Context: an optimization exercise on an open-source flow, tuned for small area. The choices shown serve that exercise and are no tape-out recipe. RTL that was checked went through simulation tests only; none was proved equivalent to the original. Power is estimated from default activity; no workload was simulated.

// qsp_frame_decoder
module qsp_frame_decoder (
    input  wire         clk,
    input  wire         rst,           
    input  wire         in_valid,
    input  wire [7:0]   in_byte,
    output reg          sample_valid,
    output wire [223:0] sample,
    output reg  [1:0]   diag,
    output reg  [15:0]  sync_cnt,
    output reg  [15:0]  len_cnt,
    output reg  [15:0]  crc_cnt
);
Size in the first run: roughly 620 cells after synthesis, roughly 300 flip-flops, ~290 I/O pins, about 10000 µm² of cells after synthesis.
==> module qsp_frame_decoder, before the edit <==
module qsp_frame_decoder (
    input  wire         clk,
    input  wire         rst,           
    input  wire         in_valid,
    input  wire [7:0]   in_byte,
    output reg          sample_valid,
    output wire [223:0] sample,
    output reg  [1:0]   diag,
    output reg  [15:0]  sync_cnt,
    output reg  [15:0]  len_cnt,
    output reg  [15:0]  crc_cnt
);
    localparam [4:0] LEN_AO = 5'd31;     
    reg [4:0]   fb_len;      
    reg [4:0]   rem;         
    reg [223:0] sr;          
    reg [15:0]  crc;         
    reg         cmatch;      
    wire ao   = (fb_len == LEN_AO);
    wire pz   = (rem == 5'd0);
    wire full = (fb_len == 5'd30);
    wire bz   = (in_byte == 8'h00);
    wire lt28 = (fb_len[4:2] != 3'b111);
    assign sample = sr;
    wire       code_pos = ao | pz;
    wire [4:0] dec      = (code_pos ? in_byte[4:0] : rem) - 5'd1;
    wire       code_sat = code_pos & (in_byte[7:5] != 3'd0);
    wire [4:0] rem_next = code_sat ? 5'd31 : dec;
    wire [7:0] wdata = pz ? 8'h00 : in_byte;
    wire [7:0] cx0 = crc[15:8] ^ wdata;
    wire [7:0] cx  = cx0 ^ {4'h0, cx0[7:4]};
    wire [15:0] crc_next = {crc[7:0], 8'h00} ^ {cx[3:0], 12'h000} ^ {3'b000, cx, 5'b00000} ^ {8'h00, cx};
    reg       append;
    reg [1:0] err;
    reg       good;
    always @* begin
        append = 1'b0;
        err    = 2'd0;
        good   = 1'b0;
        if (!ao) begin
            if (bz) begin
                if (!pz)
                    err = 2'd1;
                else if (!full)
                    err = 2'd2;
                else if (!cmatch)
                    err = 2'd3;
                else
                    good = 1'b1;
            end else if (full) begin
                err = 2'd2;
            end else begin
                append = 1'b1;
            end
        end
    end
    wire result = good | (err != 2'd0);
    wire step   = in_valid & (ao ? !bz : append);    
    always @(posedge clk) begin
        if (in_valid && append && lt28)
            sr <= {wdata, sr[223:8]};
    end
    always @(posedge clk) begin
        if (ao)
            crc <= 16'h0000;
        else if (in_valid && append && lt28)
            crc <= crc_next;
    end
    wire eq_lo = ((wdata ^ crc[7:0]) == 8'h00);
    wire eq_hi = (cx0 == 8'h00);
    always @(posedge clk) begin
        if (in_valid && append && fb_len[4:1] == 4'b1110)
            cmatch <= fb_len[0] ? (cmatch & eq_hi) : eq_lo;
    end
    always @(posedge clk) begin
        if (step)
            rem <= rem_next;
    end
    always @(posedge clk) begin
        if (rst || (in_valid && result))
            fb_len <= LEN_AO;
        else if (step)
            fb_len <= fb_len + 5'd1;
    end
    always @(posedge clk) begin
        if (rst) begin
            sample_valid <= 1'b0;
            diag         <= 2'd0;
        end else begin
            sample_valid <= in_valid & good;
            diag         <= in_valid ? err : 2'd0;
        end
    end
    wire [16:0] sc, lc, cc;
    assign sc[0] = in_valid & (err == 2'd1) & ~(&sync_cnt);
    assign lc[0] = in_valid & (err == 2'd2) & ~(&len_cnt);
    assign cc[0] = in_valid & (err == 2'd3) & ~(&crc_cnt);
    genvar gi;
    generate
        for (gi = 0; gi < 16; gi = gi + 1) begin : g_cnt
            assign sc[gi+1] = sc[gi] & sync_cnt[gi];
            assign lc[gi+1] = lc[gi] & len_cnt[gi];
            assign cc[gi+1] = cc[gi] & crc_cnt[gi];
            always @(posedge clk) begin
                sync_cnt[gi] <= ~(rst | sc[gi+1] | ~(sync_cnt[gi] | sc[gi]));
                len_cnt[gi]  <= ~(rst | lc[gi+1] | ~(len_cnt[gi]  | lc[gi]));
                crc_cnt[gi]  <= ~(rst | cc[gi+1] | ~(crc_cnt[gi]  | cc[gi]));
            end
        end
    endgenerate
endmodule
Settings: LEC_CHECK=0, CAP_MARGIN=20, CORE_MARGIN=2, CORE_UTILIZATION=60, SLEW_MARGIN=20; clock period 18.0 ns.
standard.sh (not shown) runs the stock make flow with config.mk's settings and CLKGATE_MAP_FILE= SYNTH_SCRIPT=/design/flow/synth_recipe.tcl, a recipe that flattens the netlist after the stock synthesis.
==> flow/flow/run.sh <==
#!/bin/bash
# Own layout flow: the standard ORFS flow (standard.sh) with three changes:
#  * ABC maps the logic with an area-oriented script (flow/abc_area.script)
#    instead of ORFS's delay-oriented one; registers are mapped as before;
#  * the input and output port buffers use the smallest buffer (buf_1);
#  * the clock tree uses fewer, larger sink clusters.
set -euo pipefail
W=$PWD
rm -rf "$W/scripts_mod"
cp -r "$FLOW_HOME/scripts" "$W/scripts_mod"
cp "$W/flow/abc_area.script" "$W/scripts_mod/abc_area.script"
export BUFFER_PORTS_ARGS="-buffer_cell sky130_fd_sc_hd__buf_1"
export CTS_ARGS="-sink_clustering_enable -repair_clock_nets -sink_clustering_size 10 -sink_clustering_max_diameter 60 -buf_list sky130_fd_sc_hd__clkbuf_4 -dont_use_dummy_load"
bash standard.sh SCRIPTS_DIR="$W/scripts_mod" ABC_AREA=1 finish > flow_finish.log 2>&1
==> flow/flow/abc_area.script <==
strash
&get -n
&st
&deepsyn -T 30
&dch -f
&nf -a -R 1000
&put
topo
Rerun with:
--- a/flow/design.v
+++ b/flow/design.v
@@ -1,13 +1,13 @@
 module qsp_frame_decoder (
     input  wire         clk,
     input  wire         rst,           
     input  wire         in_valid,
     input  wire [7:0]   in_byte,
-    output reg          sample_valid,
+    output wire         sample_valid,
     output wire [223:0] sample,
-    output reg  [1:0]   diag,
+    output wire [1:0]   diag,
     output reg  [15:0]  sync_cnt,
     output reg  [15:0]  len_cnt,
     output reg  [15:0]  crc_cnt
 );
     localparam [4:0] LEN_AO = 5'd31;     
@@ -19,11 +19,13 @@
     wire ao   = (fb_len == LEN_AO);
     wire pz   = (rem == 5'd0);
     wire full = (fb_len == 5'd30);
     wire bz   = (in_byte == 8'h00);
     wire lt28 = (fb_len[4:2] != 3'b111);
-    assign sample = sr;
+    assign sample       = sr;
+    assign sample_valid = ao & rem[2];
+    assign diag         = {2{ao}} & rem[1:0];
     wire       code_pos = ao | pz;
     wire [4:0] dec      = (code_pos ? in_byte[4:0] : rem) - 5'd1;
     wire       code_sat = code_pos & (in_byte[7:5] != 3'd0);
     wire [4:0] rem_next = code_sat ? 5'd31 : dec;
     wire [7:0] wdata = pz ? 8'h00 : in_byte;
@@ -53,13 +55,12 @@
                 append = 1'b1;
             end
         end
     end
     wire result = good | (err != 2'd0);
-    wire step   = in_valid & (ao ? !bz : append);    
     always @(posedge clk) begin
-        if (in_valid && append && lt28)
+        if (!rst && in_valid && append && lt28)
             sr <= {wdata, sr[223:8]};
     end
     always @(posedge clk) begin
         if (ao)
             crc <= 16'h0000;
@@ -71,26 +72,29 @@
     always @(posedge clk) begin
         if (in_valid && append && fb_len[4:1] == 4'b1110)
             cmatch <= fb_len[0] ? (cmatch & eq_hi) : eq_lo;
     end
     always @(posedge clk) begin
-        if (step)
-            rem <= rem_next;
-    end
-    always @(posedge clk) begin
-        if (rst || (in_valid && result))
+        if (rst) begin
             fb_len <= LEN_AO;
-        else if (step)
+            rem    <= 5'd0;
+        end else if (!in_valid) begin
+            if (ao)
+                rem <= 5'd0;
+        end else if (ao) begin
+            if (bz) begin
+                rem <= 5'd0;
+            end else begin
+                fb_len <= 5'd0;
+                rem    <= rem_next;
+            end
+        end else if (result) begin
+            fb_len <= LEN_AO;
+            rem    <= {2'b00, good, err};
+        end else begin
             fb_len <= fb_len + 5'd1;
-    end
-    always @(posedge clk) begin
-        if (rst) begin
-            sample_valid <= 1'b0;
-            diag         <= 2'd0;
-        end else begin
-            sample_valid <= in_valid & good;
-            diag         <= in_valid ? err : 2'd0;
+            rem    <= rem_next;
         end
     end
     wire [16:0] sc, lc, cc;
     assign sc[0] = in_valid & (err == 2'd1) & ~(&sync_cnt);
     assign lc[0] = in_valid & (err == 2'd2) & ~(&len_cnt);
Outcome:
- die area barely changes
- cell count is higher by 0.34%
- sequential power is higher by 3.5%
- worst setup slack gets better by 43 ps
- power is higher by 11%
Only the layout flow was run in the second run of this note; the RTL was not checked for function there.

## port drivers added, routing unchanged
Ports are ideal in the flow. The routed layouts listed here were re-timed in OpenROAD. Step 1 sets driving cells, clkbuf_16 on the clock port and buf_2 on the other inputs (assumed; they add their load-dependent delay and slew). Step 2 also shifts input and output timing later by t, the mid clock arrival at the registers, as if the neighbouring blocks saw the same clock. a / b / c = no drivers / after step 1 / after step 2; a / b = the first two.
run	t (ns)	setup slack, ns	worst slew at a driven data input, ns
the first run	0.635	11.081 / 11.101 / 10.465	0.03
the second run	0.642	11.124 / 11.146 / 10.504	0.03
After both steps every run listed still meets setup and hold. For the second run, which loses most, drivers alone change the setup slack by +0.022 ns; drivers and shift together by -0.620 ns.
